This design comes from an exercise in tuning for small area on the open sky130 flow, not from production work. In this exercise RTL edits were held to simulation tests only and were not proved equivalent to the original. Power figures rest on the tool's default switching activity, not on a simulated workload.

File: flow/design.v
module spi_daq #(
  parameter integer CLK_HZ = 50000000
) (
  input  wire          clk,
  input  wire          rst,
  input  wire          cmd_valid,
  output wire          cmd_ready,
  input  wire [31:0]   cmd_word,
  input  wire [31:0]   cfg_clock_hz,
  input  wire [7:0]    cfg_mode,
  input  wire          cfg_no_cs,
  input  wire          cfg_sync_enable,
  input  wire [31:0]   cfg_settle_frames,
  input  wire [31:0]   cfg_timeout_ms,
  input  wire [63:0]   now_ns,
  output reg           rsp_valid,
  output reg  [2:0]    rsp_code,
  output wire [63:0]   rsp_seq,
  output wire [63:0]   rsp_ts,
  output wire [255:0]  rsp_ch,
  output wire [191:0]  rsp_raw,
  output wire          sclk,
  output wire          mosi,
  output wire          cs_n,
  input  wire          miso,
  input  wire          drdy_n,
  output wire          sync_n
);
  localparam integer CYC_PER_MS = CLK_HZ / 1000;
  localparam integer HALF_NUM   = CLK_HZ / 2;       
  localparam [25:0]  K_XFER_26  = 26'd33554432 - HALF_NUM;
  localparam [25:0]  K_MS_26    = 26'd33554432 - CYC_PER_MS;
  localparam [24:0]  K_XFER     = K_XFER_26[24:0];     
  localparam [24:0]  K_MS       = K_MS_26[24:0];       
  localparam [2:0] RC_OK        = 3'd0,
                   RC_INVALID   = 3'd1,
                   RC_ALREADY   = 3'd2,
                   RC_NOT_PERM  = 3'd3,
                   RC_TIMED_OUT = 3'd4,
                   RC_IO_FAIL   = 3'd6,
                   RC_REFUSED   = 3'd7;
  localparam [2:0] ST_CLR   = 3'd0,    
                   ST_IDLE  = 3'd1,
                   ST_PULSE = 3'd2,    
                   ST_WAIT  = 3'd3,    
                   ST_XFER  = 3'd4,    
                   ST_INC   = 3'd5,    
                   ST_CAPZ  = 3'd6;    
  reg  [2:0]   st;
  reg  [5:0]   ph;
  wire         ph31 = (ph == 6'd31);
  wire         ph63 = (ph == 6'd63);
  wire [5:0]   ph_n = {ph[5] ^ (&ph[4:0]), ph[4] ^ (&ph[3:0]), ph[3] ^ (&ph[2:0]),
                       ph[2] ^ (&ph[1:0]), ph[1] ^ ph[0], ~ph[0]};
  wire         seg0 = (ph[4:0] == 5'd0);
  wire s_clr  = (st == ST_CLR);
  wire s_idle = (st == ST_IDLE);
  wire s_pul  = (st == ST_PULSE);
  wire s_wait = (st == ST_WAIT);
  wire s_xfer = (st == ST_XFER);
  wire s_inc  = (st == ST_INC);
  wire s_capz = (st == ST_CAPZ);
  reg          is_open, started, host;
  reg          xf;                       
  reg          cpol, cpha, nocs, synce;
  reg  [24:0]  hz;
  reg          hz_sat;
  reg  [24:0]  acc;
  reg          par;                     
  reg  [3:0]   jj;                      
  reg  [4:0]   qq;                      
  reg          tp, ma, got, sm;
  reg          ts_c, neq, sq_c;
  reg          d1, d2, d3;
  reg  [63:0]  sq, ts, cf;
  reg  [191:0] rr;                      
  reg  [11:0]  hb;
  always @(posedge clk) begin
    d1 <= drdy_n;
    d2 <= d1;
    d3 <= d2;
  end
  wire drdy_fall = d3 & ~d2;
  wire        accept  = cmd_valid & cmd_ready;
  wire [7:0]  op      = cmd_word[7:0];
  wire        p_bit   = cmd_word[11];
  wire        hi_zero = (cmd_word[31:12] == 20'd0) && (cmd_word[10:8] == 3'd0);
  wire        c_open  = hi_zero && op == 8'h30;
  wire        c_start = hi_zero && !p_bit && op == 8'h31;
  wire        c_read  = hi_zero && op == 8'h32;
  wire        c_raw   = hi_zero && op == 8'h33;
  wire        c_stop  = hi_zero && !p_bit && op == 8'h34;
  wire        c_close = hi_zero && !p_bit && op == 8'h35;
  assign cmd_ready = s_idle & ph63;
  wire [24:0] addend   = s_xfer ? hz : 25'd1;
  wire [24:0] sum;
  wire [25:0] cy;
  assign cy[0] = 1'b0;
  genvar ga;
  generate
    for (ga = 0; ga < 25; ga = ga + 1) begin : g_add
      assign sum[ga]   = acc[ga] ^ addend[ga] ^ cy[ga];
      assign cy[ga+1]  = (acc[ga] & addend[ga]) | (cy[ga] & (acc[ga] ^ addend[ga]));
    end
  endgenerate
  wire        tick     = cy[25] | (s_xfer & hz_sat);    
  wire        cnt_end  = (acc[9:6] == 4'b1010);
  wire        e_done   = qq[4] & ~par;                  
  wire        edge_now = s_xfer & tick & ~e_done;
  wire op_clr = ph[5] ? ~(s_wait | (host & s_xfer)) : (s_pul | s_capz | ~is_open | xf);
  wire op_inc = ph[5] ? (s_wait & ma)               : (s_inc & ~host);
  wire c_eff  = seg0 ? op_inc : ts_c;
  wire t_bit  = op_clr ? 1'b0 : (ts[0] ^ c_eff);
  wire neq_n  = (seg0 ? 1'b0 : neq) | (t_bit ^ cf[0]);
  wire match  = ~neq_n;                                 
  wire got_now = got | drdy_fall;
  wire go_xfer = s_wait & ph63 & got;
  wire cap     = s_capz & ph63;
  wire tmo_hit = s_wait & ph63 & ~got & ma & match;
  wire sq_cin  = (ph == 6'd0) | sq_c;
  wire sq_bit  = s_clr ? 1'b0 : (sq[0] ^ (s_inc & sq_cin));
  wire load_cfg;
  wire [31:0] tmo_eff = cfg_timeout_ms | ({32{cfg_timeout_ms == 32'd0}} & 32'd2000);
  always @(posedge clk) begin
    sq   <= {sq_bit, sq[63:1]};
    sq_c <= sq[0] & sq_cin;
    ts <= {t_bit, ts[63:1]} | (now_ns & {64{cap}}) | ({tmo_eff, cfg_settle_frames} & {64{load_cfg}});
    ts_c <= ts[0] & c_eff;
    neq  <= neq_n;
    cf <= {xf ? ts[0] : cf[0], cf[63:1]};
    if (ph63)
      xf <= load_cfg;
  end
  wire sample = edge_now & (par == cpha);
  wire jj_end = (jj == 4'd11);
  wire m0     = (ph[3:0] == qq[3:0]);             
  wire m1     = (ph_n[3:0] == qq[3:0]);           
  always @(posedge clk) begin
    if (s_xfer) begin
      if (edge_now)
        par <= ~par;
      if (sample) begin
        jj <= jj_end ? 4'd0 : jj + 1'b1;
        qq <= qq + jj_end;
      end
    end else begin
      par <= 1'b0;
      jj  <= 4'd0;
      qq  <= 5'd0;
    end
  end
  reg [11:0] ins;
  integer j;
  always @(*)
    for (j = 0; j < 12; j = j + 1)
      ins[j] = (s_xfer & ((j < jj) ? m0 : m1)) ? hb[j] : (rr[16*j] & ~s_clr);
  always @(posedge clk) begin
    rr <= {ins[11], rr[191:177], ins[10], rr[175:161], ins[9], rr[159:145], ins[8], rr[143:129], ins[7], rr[127:113], ins[6], rr[111:97], ins[5], rr[95:81], ins[4], rr[79:65], ins[3], rr[63:49], ins[2], rr[47:33], ins[1], rr[31:17], ins[0], rr[15:1]};
    for (j = 0; j < 12; j = j + 1)
      if (sample & (jj == j))
        hb[j] <= miso;
  end
  assign sclk = cpol ^ par;
  assign cs_n = ~(s_xfer & ~nocs);
  assign mosi = 1'b0;
  assign sync_n = ~s_pul;
  assign rsp_raw = {
    rr[79], rr[95], rr[111], rr[127], rr[143], rr[159], rr[175], rr[191],
    rr[142], rr[158], rr[174], rr[190], rr[15], rr[31], rr[47], rr[63],
    rr[14], rr[30], rr[46], rr[62], rr[78], rr[94], rr[110], rr[126],
    rr[77], rr[93], rr[109], rr[125], rr[141], rr[157], rr[173], rr[189],
    rr[140], rr[156], rr[172], rr[188], rr[13], rr[29], rr[45], rr[61],
    rr[12], rr[28], rr[44], rr[60], rr[76], rr[92], rr[108], rr[124],
    rr[75], rr[91], rr[107], rr[123], rr[139], rr[155], rr[171], rr[187],
    rr[138], rr[154], rr[170], rr[186], rr[11], rr[27], rr[43], rr[59],
    rr[10], rr[26], rr[42], rr[58], rr[74], rr[90], rr[106], rr[122],
    rr[73], rr[89], rr[105], rr[121], rr[137], rr[153], rr[169], rr[185],
    rr[136], rr[152], rr[168], rr[184], rr[9], rr[25], rr[41], rr[57],
    rr[8], rr[24], rr[40], rr[56], rr[72], rr[88], rr[104], rr[120],
    rr[71], rr[87], rr[103], rr[119], rr[135], rr[151], rr[167], rr[183],
    rr[134], rr[150], rr[166], rr[182], rr[7], rr[23], rr[39], rr[55],
    rr[6], rr[22], rr[38], rr[54], rr[70], rr[86], rr[102], rr[118],
    rr[69], rr[85], rr[101], rr[117], rr[133], rr[149], rr[165], rr[181],
    rr[132], rr[148], rr[164], rr[180], rr[5], rr[21], rr[37], rr[53],
    rr[4], rr[20], rr[36], rr[52], rr[68], rr[84], rr[100], rr[116],
    rr[67], rr[83], rr[99], rr[115], rr[131], rr[147], rr[163], rr[179],
    rr[130], rr[146], rr[162], rr[178], rr[3], rr[19], rr[35], rr[51],
    rr[2], rr[18], rr[34], rr[50], rr[66], rr[82], rr[98], rr[114],
    rr[65], rr[81], rr[97], rr[113], rr[129], rr[145], rr[161], rr[177],
    rr[128], rr[144], rr[160], rr[176], rr[1], rr[17], rr[33], rr[49],
    rr[0], rr[16], rr[32], rr[48], rr[64], rr[80], rr[96], rr[112]};
  assign rsp_ch = {
    rr[14], rr[14], rr[14], rr[14], rr[14], rr[14], rr[14], rr[14],
    rr[14], rr[30], rr[46], rr[62], rr[78], rr[94], rr[110], rr[126],
    rr[142], rr[158], rr[174], rr[190], rr[15], rr[31], rr[47], rr[63],
    rr[79], rr[95], rr[111], rr[127], rr[143], rr[159], rr[175], rr[191],
    rr[12], rr[12], rr[12], rr[12], rr[12], rr[12], rr[12], rr[12],
    rr[12], rr[28], rr[44], rr[60], rr[76], rr[92], rr[108], rr[124],
    rr[140], rr[156], rr[172], rr[188], rr[13], rr[29], rr[45], rr[61],
    rr[77], rr[93], rr[109], rr[125], rr[141], rr[157], rr[173], rr[189],
    rr[10], rr[10], rr[10], rr[10], rr[10], rr[10], rr[10], rr[10],
    rr[10], rr[26], rr[42], rr[58], rr[74], rr[90], rr[106], rr[122],
    rr[138], rr[154], rr[170], rr[186], rr[11], rr[27], rr[43], rr[59],
    rr[75], rr[91], rr[107], rr[123], rr[139], rr[155], rr[171], rr[187],
    rr[8], rr[8], rr[8], rr[8], rr[8], rr[8], rr[8], rr[8],
    rr[8], rr[24], rr[40], rr[56], rr[72], rr[88], rr[104], rr[120],
    rr[136], rr[152], rr[168], rr[184], rr[9], rr[25], rr[41], rr[57],
    rr[73], rr[89], rr[105], rr[121], rr[137], rr[153], rr[169], rr[185],
    rr[6], rr[6], rr[6], rr[6], rr[6], rr[6], rr[6], rr[6],
    rr[6], rr[22], rr[38], rr[54], rr[70], rr[86], rr[102], rr[118],
    rr[134], rr[150], rr[166], rr[182], rr[7], rr[23], rr[39], rr[55],
    rr[71], rr[87], rr[103], rr[119], rr[135], rr[151], rr[167], rr[183],
    rr[4], rr[4], rr[4], rr[4], rr[4], rr[4], rr[4], rr[4],
    rr[4], rr[20], rr[36], rr[52], rr[68], rr[84], rr[100], rr[116],
    rr[132], rr[148], rr[164], rr[180], rr[5], rr[21], rr[37], rr[53],
    rr[69], rr[85], rr[101], rr[117], rr[133], rr[149], rr[165], rr[181],
    rr[2], rr[2], rr[2], rr[2], rr[2], rr[2], rr[2], rr[2],
    rr[2], rr[18], rr[34], rr[50], rr[66], rr[82], rr[98], rr[114],
    rr[130], rr[146], rr[162], rr[178], rr[3], rr[19], rr[35], rr[51],
    rr[67], rr[83], rr[99], rr[115], rr[131], rr[147], rr[163], rr[179],
    rr[0], rr[0], rr[0], rr[0], rr[0], rr[0], rr[0], rr[0],
    rr[0], rr[16], rr[32], rr[48], rr[64], rr[80], rr[96], rr[112],
    rr[128], rr[144], rr[160], rr[176], rr[1], rr[17], rr[33], rr[49],
    rr[65], rr[81], rr[97], rr[113], rr[129], rr[145], rr[161], rr[177]};
  assign rsp_seq = sq;
  assign rsp_ts  = ts;
  wire [24:0] hz_in = cfg_clock_hz[24:0] | ({25{cfg_clock_hz == 32'd0}} & 25'd1000000);
  wire open_ok = accept & c_open & p_bit & ~is_open & (cfg_mode[7:2] == 6'd0);
  assign load_cfg = open_ok;
  reg  [2:0] st_n;
  reg        rv_n;
  reg  [2:0] rc_n;
  always @(*) begin
    st_n = st;
    rv_n = 1'b0;
    rc_n = RC_OK;
    case (st)
      ST_CLR:   if (cnt_end) st_n = ST_IDLE;
      ST_IDLE:  if (accept) begin
        rv_n = 1'b1;
        if (c_open) begin
          if (!p_bit)              rc_n = RC_INVALID;
          else if (is_open)        rc_n = RC_ALREADY;
          else if (cfg_mode[7:2] != 6'd0) rc_n = RC_IO_FAIL;
        end else if (c_start) begin
          if (!is_open)            rc_n = RC_NOT_PERM;
          else if (!started && synce) begin
            rv_n = 1'b0;
            st_n = ST_PULSE;
          end
        end else if (c_read) begin
          if (!p_bit)              rc_n = RC_INVALID;
          else if (!started)       rc_n = RC_NOT_PERM;
          else begin
            rv_n = 1'b0;
            st_n = ST_WAIT;
          end
        end else if (c_raw) begin
          if (!p_bit)              rc_n = RC_INVALID;
        end else if (c_stop) begin
        end else if (c_close) begin
          st_n = ST_CLR;
        end else
          rc_n = RC_REFUSED;
      end
      ST_PULSE: if (ph63 & cnt_end) begin              
        if (sm) begin
          rv_n = 1'b1;
          st_n = ST_IDLE;
        end else
          st_n = ST_WAIT;
      end
      ST_WAIT: if (ph63) begin
        if (got)
          st_n = host ? ST_CAPZ : ST_XFER;
        else if (ma & match) begin
          rv_n = 1'b1;
          rc_n = RC_TIMED_OUT;
          st_n = ST_IDLE;
        end
      end
      ST_CAPZ: if (ph63) st_n = ST_XFER;
      ST_XFER: if (ph63 & e_done) begin
        rv_n = host;
        st_n = ST_INC;
      end
      ST_INC: if (ph63) begin
        if (host)
          st_n = ST_IDLE;
        else if (sm) begin
          rv_n = 1'b1;
          st_n = ST_IDLE;
        end else
          st_n = ST_WAIT;
      end
      default: st_n = ST_CLR;
    endcase
  end
  wire leave = (st_n != st);
  always @(posedge clk) begin
    if (rst) begin
      st        <= ST_CLR;
      ph        <= 6'd0;
      rsp_valid <= 1'b0;
      is_open   <= 1'b0;
      started   <= 1'b0;
      acc       <= K_MS;
    end else begin
      st        <= st_n;
      ph        <= ph_n;
      rsp_valid <= rv_n;
      if (leave | tick | s_idle | s_inc)
        acc <= (st_n == ST_XFER) ? K_XFER : K_MS;
      else
        acc <= sum;
      if (open_ok) begin
        is_open <= 1'b1;
        started <= 1'b0;
      end
      if (s_idle & accept) begin
        if (c_close) begin
          is_open <= 1'b0;
          started <= 1'b0;
        end
        if (c_stop)
          started <= 1'b0;
        if (c_start & is_open)
          started <= 1'b1;
      end
      if (tmo_hit & ~host)
        started <= 1'b0;
    end
  end
  always @(posedge clk) begin
    rsp_code <= rc_n;
    if (open_ok) begin
      cpol  <= cfg_mode[1];
      cpha  <= cfg_mode[0];
      nocs  <= cfg_no_cs;
      synce <= cfg_sync_enable;
      hz    <= hz_in;
      hz_sat <= |cfg_clock_hz[31:25];
    end
    if (s_idle & accept)
      host <= c_read;
    got <= s_wait & ~go_xfer & got_now;
    tp  <= s_wait & (tick | (tp & ~ph31));
    if (ph31) begin
      ma <= tp & s_wait;
      if (s_pul | s_inc)
        sm <= match;
    end
  end
endmodule
File: flow/flow/run.sh
#!/bin/bash
# Standard ORFS layout with buf_1 port buffers and a clock tree without dummy loads.
set -euo pipefail
export BUFFER_PORTS_ARGS="-buffer_cell sky130_fd_sc_hd__buf_1"
export CTS_ARGS="-sink_clustering_enable -repair_clock_nets -dont_use_dummy_load -buf_list {sky130_fd_sc_hd__clkbuf_2 sky130_fd_sc_hd__clkbuf_4} -sink_clustering_size 10 -sink_clustering_max_diameter 40"
bash standard.sh > standard.log 2>&1
File: flow/standard.sh
#!/bin/bash
# synth_recipe.tcl (not shown) runs the flow's synth.tcl, then flattens the netlist and writes it again
# the make line also repeats each setting of config.mk as NAME=value (left out here)
make -C /OpenROAD-flow-scripts/flow DESIGN_CONFIG=/design/flow/config.mk WORK_HOME=/design/flow/orfs CLKGATE_MAP_FILE= SYNTH_SCRIPT=/design/flow/synth_recipe.tcl "${@:-finish}"
File: flow/config.mk
export PLATFORM = sky130hd
export DESIGN_NAME = spi_daq
export DESIGN_NICKNAME = spi_daq
export VERILOG_FILES = /design/flow/design.v
export SDC_FILE = /design/flow/constraint.sdc
export NUM_CORES = 4
export LEC_CHECK = 0
export CAP_MARGIN = 20
export CORE_AREA = 4 4 228 228
export DIE_AREA = 0 0 232 232
export PLACE_DENSITY = 0.6
export SLEW_MARGIN = 20
File: flow/constraint.sdc
create_clock -name core_clock -period 20.0 [get_ports {clk}]
set_input_delay 4.0000 -clock core_clock [delete_from_list [all_inputs] [get_ports {clk}]]
set_output_delay 4.0000 -clock core_clock [all_outputs]
set_load 0.01 [all_outputs]
==> flow_summary.ini, run 1 <==
[setup_path]
cp-start-kind = flop
path_max_fanout = 51
cp_data_required_time_ns = 20.55
worst_ep_arrival_time_ns = 12.08
worstSetupPathType = reg -> reg
slowest_delay_ns = 0.82
critical_path_buf_inv_count = 5
path_common_cell = fa_1
setup.worst_path.start = st[0]$_SDFF_PP0_
cp_slowest_cell = dfxtp_1
path_delay_family = adder cells
worst_setup_path_end_kind = flop
r2r_start = st[0]$_SDFF_PP0_

[timing]
maxSlewHeadroom_pct = 37.6
final_max_slew_viol_count = 0
max_freq_mhz = 86.7
worst_pin_slew_ns = 0.936
rsz0062_at_grt = no
fin_crit_sh_pct = 57.7
skew_ns = 0.120
hold_viol = 0
fin_setup_tns_ns = 0
finalSetupViolCount = 0
min_period_ns = 11.53

[synth]
synthFlopType = dfxtp_1
synth_seq_cells = 488
netlist_area_um2 = 16100
synthTopCellsByArea = dfxtp_1, buf_4, edfxtp_1
syn-num-nets = 1553
syn_inst = 1311
synth_area_per_cell_um2 = 12.3
yosysSeqAreaShare_pct = 63.6
synth_top_cell_area_share_pct = 55.0
yosysWarnings = 1
synth_top_area_cell = dfxtp_1
synth_edf_count = 46
async_reset_ff_share_pct = 0
synth_cell_types = 65

[power]
power.density_nw_per_um2 = 90.5
ir_drop_mv = 0.0646
cellLeakagePower_nw = 6.84
power_mw = 1.67

[placed_design]
gp_congestion = 0.956
dp_hpwl_um = 47400
io_buffers = 790

[route]
num_vias = 11700
first_iter_violations = 583
drc_errors = 0
wirelength_um = 58500
drt-pass1-iter-count = 5
postRouteAntennaNets = 0
post_drt_wl_per_cell_um = 22.9
vias_per_cell = 4.58

[grt]
grt_max_degree = 66
grt_pass1_vias = 11600
grt_overflow_total = 0
grt_usage_pct = 20.4
grt_pass1_wl_um = 80100
antenna_found_initial = 5

[worst_hold_path]
hold_start = cf[59]$_DFF_P_
hold_class = reg -> reg

[die]
rows = 81
io_pins = 792
initial_utilization_pct = 32.7
die_area_um2 = 53800
core_area_um2 = 49300
die_x_um = 232
die_h_um = 232

[clock_tree]
htreeDepth = 3
cts_tree = yes
cts-buffers-inserted = 77
cts_sinks = 488
cts.clk_slew.worst_paths_ns = 0.10
clock_latency_ns = 0.78
clock_path_buffers = 3
cts_resized = 0
post-cts-setup-buffers = 0
cts_hold_buf = 0
root_buffer = clkbuf_4

[flow_run]
maxCapViolCount = 0

[cells_and_area]
drive_above_1_share_pct = 6.27
num-nets-final = 2127
area_growth_pct = 14.4

[status]
outcome = complete, no violations
==> worst paths after layout <==
check                            end  slack [ns]  cells past startpoint
setup / recovery  acc[16]$_SDFF_PP1_        8.47                     35
hold / removal        cf[58]$_DFF_P_        0.30                      0
setup reg to reg  acc[16]$_SDFF_PP1_        8.47                     35
hold reg to reg       cf[58]$_DFF_P_        0.30                      0
==> stage by stage <==
step / utilization [%] / hold slack, ns / cell area, um2 / worst slack [ns] / cells
after detailed placement: 36.1 / 0.312 / 17800 / 8.59 / 2470
after global routing: 37.4 / 0.314 / 18400 / 7.78 / 2552
after floorplan: - / 0.310 / 16100 / 9.47 / 1311
after global placement: 36.1 / 0.314 / 17800 / 8.85 / 2470
after CTS: 37.3 / 0.307 / 18400 / 8.50 / 2547
final: 37.4 / 0.304 / 18400 / 8.47 / 2552
==> flip-flops by register name, summed over array words and instances (netlist names), 3 cells and up <==
signal    count
acc          25
hz           25
cf           64
rsp_code      3
hb           12
st            3
rr          192
ts           64
jj            4
qq            5
sq           64
ph            6
==> cells in the mapped netlist (2+ instances only) <==
master	number
a21o_1	3
a21oi_1	46
a221o_1	58
a22oi_1	2
a31o_2	13
a31oi_1	5
and2_1	27
and3_1	5
and3b_1	2
buf_2	12
buf_4	260
buf_6	2
clkbuf_1	24
dfxtp_1	442
edfxtp_1	46
fa_1	24
ha_1	11
inv_1	35
inv_2	2
mux2i_1	14
nand2_1	40
nand2b_1	23
nand3_1	9
nand3b_1	2
nand4_1	11
nor2_1	45
nor2b_1	12
nor3_1	18
nor3b_1	2
nor4_1	25
o211ai_1	2
o21ai_0	22
o22a_1	4
o22ai_1	12
o31ai_1	2
or2_2	8
or3_1	2
xnor2_1	7
xor2_1	6
==> cells by family (layout without fill, tap and decap cells) <==
| group | after synthesis | count (layout) | synth area share, % |
|---|---|---|---|
| buffers and inverters | 335 | 907 | 14.1 |
| muxes | 15 | 15 | 0.941 |
| DFF | 488 | 488 | 63.6 |
| xor gates and xnor gates | 13 | 13 | 0.708 |
| other | 1 | 6 | 0.0233 |
| adders and majority gates | 35 | 35 | 3.84 |
| AOI/OAI and AO/OA | 183 | 183 | 8.67 |
| and+or+nand+nor | 241 | 241 | 8.15 |
==> cell type report <==
cell class | instances | area [um2]
Fill cell | 4955 | 30900
Sequential cell | 488 | 10200
Multi-Input combinational cell | 488 | 3620
Timing Repair Buffer | 793 | 2990
Tap cell | 664 | 831
Clock buffer | 77 | 578
Inverter | 37 | 139
Antenna cell | 5 | 12.5
==> cells in the final DEF (no fill, tap or decap), drive strengths merged, types with 3 or more instances in the layout <==
cell    Yosys  routed
inv        37      37
nand2      40      40
o22a        4       4
edfxtp     46      46
dfxtp     442     442
buf       274     793
nand4      11      11
a31oi       5       5
o211ai      4       4
nand2b     23      23
clkbuf     24      77
a21oi      47      47
nor2       45      45
or2         8       8
nor4       25      25
diode       0       5
xor2        6       6
nor2b      12      12
and2       27      27
nor3       18      18
xnor2       7       7
o21ai      22      22
fa         24      24
a31o       13      13
o22ai      12      12
a221o      58      58
ha         11      11
nand3      10      10
nor3b       3       3
mux2i      14      14
a21o        3       3
and3        5       5
==> report_power, final <==
| part | internal, mW | total [mW] | switching, mW | leakage (nW) |
|---|---|---|---|---|
| clock network | 0.176 | 0.491 | 0.314 | 0.354 |
| logic | 0.0453 | 0.122 | 0.0769 | 2.50 |
| registers | 1.03 | 1.05 | 0.0262 | 3.99 |
| total | 1.25 | 1.67 | 0.417 | 6.84 |
==> routing by layer <==
layer / global-route usage, % / up-vias / wire length, um
met5: 0 / - / 0
met4: 8.59 / 0 / 2350
met3: 6.04 / 88 / 4490
met2: 37.0 / 606 / 30700
met1: 22.3 / 5610 / 20900
li1: - / 5381 / -
==> inputs of run 2 (changes only) <==
==> flow/flow/run.sh (replaced) <==
#!/bin/bash
# Standard ORFS layout with buf_1 port buffers and a clock tree without dummy loads.
set -euo pipefail
export BUFFER_PORTS_ARGS="-buffer_cell sky130_fd_sc_hd__buf_1"
export CTS_ARGS="-sink_clustering_enable -repair_clock_nets -dont_use_dummy_load -buf_list sky130_fd_sc_hd__clkbuf_4 -sink_clustering_size 10 -sink_clustering_max_diameter 40 -balance_levels"
bash standard.sh > standard.log 2>&1
==> run 2 against run 1 <==
Net effect: clock-buffer cell count unchanged; largest power group unchanged; clock power about the same; synthesized area unchanged; synthesized cell count unchanged; still clean on timing, DRC and antenna.
==> flow_summary.ini, run 2 <==
[clock_tree]
root_buffer = clkbuf_4
clock_path_buffers = 3
htreeDepth = 3
cts.clk_slew.worst_paths_ns = 0.10
cts_resized = 0
cts_tree = yes
cts_sinks = 488
cts_hold_buf = 0
cts-buffers-inserted = 77
clock_latency_ns = 0.78
post-cts-setup-buffers = 0

[timing]
final_max_slew_viol_count = 0
max_freq_mhz = 86.7
maxSlewHeadroom_pct = 37.6
hold_viol = 0
worst_pin_slew_ns = 0.936
hold_ws_ns = 0.304
fin_setup_tns_ns = 0
finalSetupViolCount = 0
min_period_ns = 11.53
layout_setup_ws_ns = 8.47
skew_ns = 0.120
rsz0062_at_grt = no
fin_crit_sh_pct = 57.7

[grt]
grt_pass1_vias = 11600
grt_usage_pct = 20.4
grt_overflow_total = 0
grt_pass1_wl_um = 80100
antenna_found_initial = 5
grt_max_degree = 66

[worst_hold_path]
hold_start = cf[59]$_DFF_P_
hold_depth = 0
holdPathEnd = cf[58]$_DFF_P_
hold_class = reg -> reg

[setup_path]
slowest_delay_ns = 0.82
cp-start-kind = flop
cp_data_required_time_ns = 20.55
r2r_cells = 35
reg2reg_slack_ns = 8.47
worstSetupPathType = reg -> reg
path_max_fanout = 51
worst_ep_arrival_time_ns = 12.08
cp_slowest_cell = dfxtp_1
r2r_end = acc[16]$_SDFF_PP1_
r2r_start = st[0]$_SDFF_PP0_
path_common_cell = fa_1
worst_setup_path_end_kind = flop

[route]
vias_per_cell = 4.58
post_drt_wl_per_cell_um = 22.9
num_vias = 11700
wirelength_um = 58500
first_iter_violations = 583
drc_errors = 0
drt-pass1-iter-count = 5
postRouteAntennaNets = 0

[flow_run]
maxCapViolCount = 0

[cells_and_area]
area_growth_pct = 14.4
largest-register = rr
drive_above_1_share_pct = 6.27
layout_commonest_cell = buf_1
postLayoutCellArea_um2 = 18400
layout_common_cells = buf_1, dfxtp_1, clkbuf_4
largest_reg_flops = 192
num-nets-final = 2127

[die]
initial_utilization_pct = 32.7
io_pins = 792
core_area_um2 = 49300
die_x_um = 232
die_h_um = 232
die_area_um2 = 53800
rows = 81

[power]
internal-power_mw = 1.25
cellLeakagePower_nw = 6.84
power_mw = 1.67
p_sw_share_pct = 25.1
comb_power_share_pct = 7.3
power.density_nw_per_um2 = 90.5
clkPwrFrac_pct = 29.5
switching_power_mw = 0.417
p_seq_share_pct = 63.2
ir_drop_mv = 0.0646

[synth]
netlist_area_um2 = 16100
synthFlopType = dfxtp_1
yosysWarnings = 1
syn-num-nets = 1553
synth_top_cell_area_share_pct = 55.0
synth_common_cells = dfxtp_1, buf_4, a221o_1, a21oi_1, edfxtp_1
synthTopCellsByArea = dfxtp_1, buf_4, edfxtp_1
synth_top_area_cell = dfxtp_1
synth.most_common_cell = dfxtp_1
async_reset_ff_share_pct = 0
synth_cell_types = 65
synth_area_per_cell_um2 = 12.3
synth_edf_count = 46
synth_seq_cells = 488
yosysSeqAreaShare_pct = 63.6
syn_inst = 1311

[status]
outcome = complete, no violations

[placed_design]
placed_area_um2 = 17800
io_buffers = 790
gp_congestion = 0.956
dp_hpwl_um = 47400
post-place-ws_ns = 8.59
==> run 2: cell counts after synthesis <==
No cell type changed its count.
==> run 2: worst max path at each step <==
stage | slack [ns] | to | start | cells after the start
6_report | 8.47 | acc[16]$_SDFF_PP1_ | st[0]$_SDFF_PP0_ | 35
3_3_place_gp | 8.85 | acc[24]$_SDFF_PP1_ | st[0]$_SDFF_PP0_ | 35
4_1_cts | 8.50 | acc[16]$_SDFF_PP1_ | st[0]$_SDFF_PP0_ | 35
3_5_place_dp | 8.59 | acc[16]$_SDFF_PP1_ | st[0]$_SDFF_PP0_ | 35
5_1_grt | 7.78 | acc[22]$_SDFF_PP1_ | st[0]$_SDFF_PP0_ | 35
2_1_floorplan | 9.47 | hb[7]$_DFFE_PP_ | st[0]$_SDFF_PP0_ | 39
==> run 2: layout make-up <==
| class | instances | area (um2) |
|---|---|---|
| Sequential cell | 488 | 10200 |
| Clock buffer | 77 | 578 |
| Multi-Input combinational cell | 488 | 3620 |
| Fill cell | 4955 | 30900 |
| Tap cell | 664 | 831 |
| Antenna cell | 5 | 12.5 |
| Timing Repair Buffer | 793 | 2990 |
| Inverter | 37 | 139 |
==> run 2: per-stage QoR <==
step,std cells,util (%)
finish,2552,37.4
global route,2552,37.4
CTS,2547,37.3
detailed placement,2470,36.1
global placement,2470,36.1
floorplan,1311,-
==> run 2: layer usage <==
metal	up-vias	global-route usage [%]	wire length, um
li1	5381	-	-
met1	5610	22.3	20900
met2	606	37.0	30700
met3	88	6.04	4490
met4	0	8.59	2350
met5	-	0	0
==> run 2: power groups by stage <==
stage          combinational, mW  sequential (mW)  clock [mW]
2_1_floorplan             0.0545             1.08           0
3_3_place_gp               0.121             1.07           0
3_5_place_dp               0.123             1.07           0
4_1_cts                    0.123             1.05       0.514
5_1_grt                    0.135             1.06       0.558
6_report                   0.122             1.05       0.491
==> run 2: logic make-up after synthesis <==
group	share of synthesized area (%)
mux	0.941
simple gates	8.15
xor+xnor	0.708
flops	63.6
fa+ha+maj	3.84
other cells	0.0233
buf+inv	14.1
compound gates	8.67
==> run 2: critical path, delay by kind of cell (launching register included) <==
| kind | cells | cell delay (ns) |
|---|---|---|
| buffers and inverters | 5 | 0.55 |
| AO/OA/AOI/OAI | 3 | 1.01 |
| AND/OR/NAND/NOR | 3 | 0.47 |
| adder cells (fa/ha/maj) | 24 | 8.41 |
| flip-flops | 1 | 0.82 |

==> port drivers added, routing unchanged <==
No port has a modelled driver above. Below, the same layouts with a new extraction and two added sets of constraints.
Step 1 sets driving cells, clkbuf_16 on the clock port and buf_2 on the other inputs (assumed; they add their load-dependent delay and slew).
Step 2, shift: input delay + t, output delay - t, t = (earliest + latest rising clock arrival at the registers) / 2. This alone moves slack from input paths to output paths.
Three values: no drivers, after step 1, after step 2; two values: the first two.
run	t, ns	setup WS [ns]	hold slack, ns	clock arrival spread, ns
run 1	0.780	8.469 / 8.469 / 8.469	0.304 / 0.304 / 0.304	0.137 / 0.137
run 2	0.780	8.469 / 8.469 / 8.469	0.304 / 0.304 / 0.304	0.137 / 0.137
After both steps setup and hold are still met in every run listed.
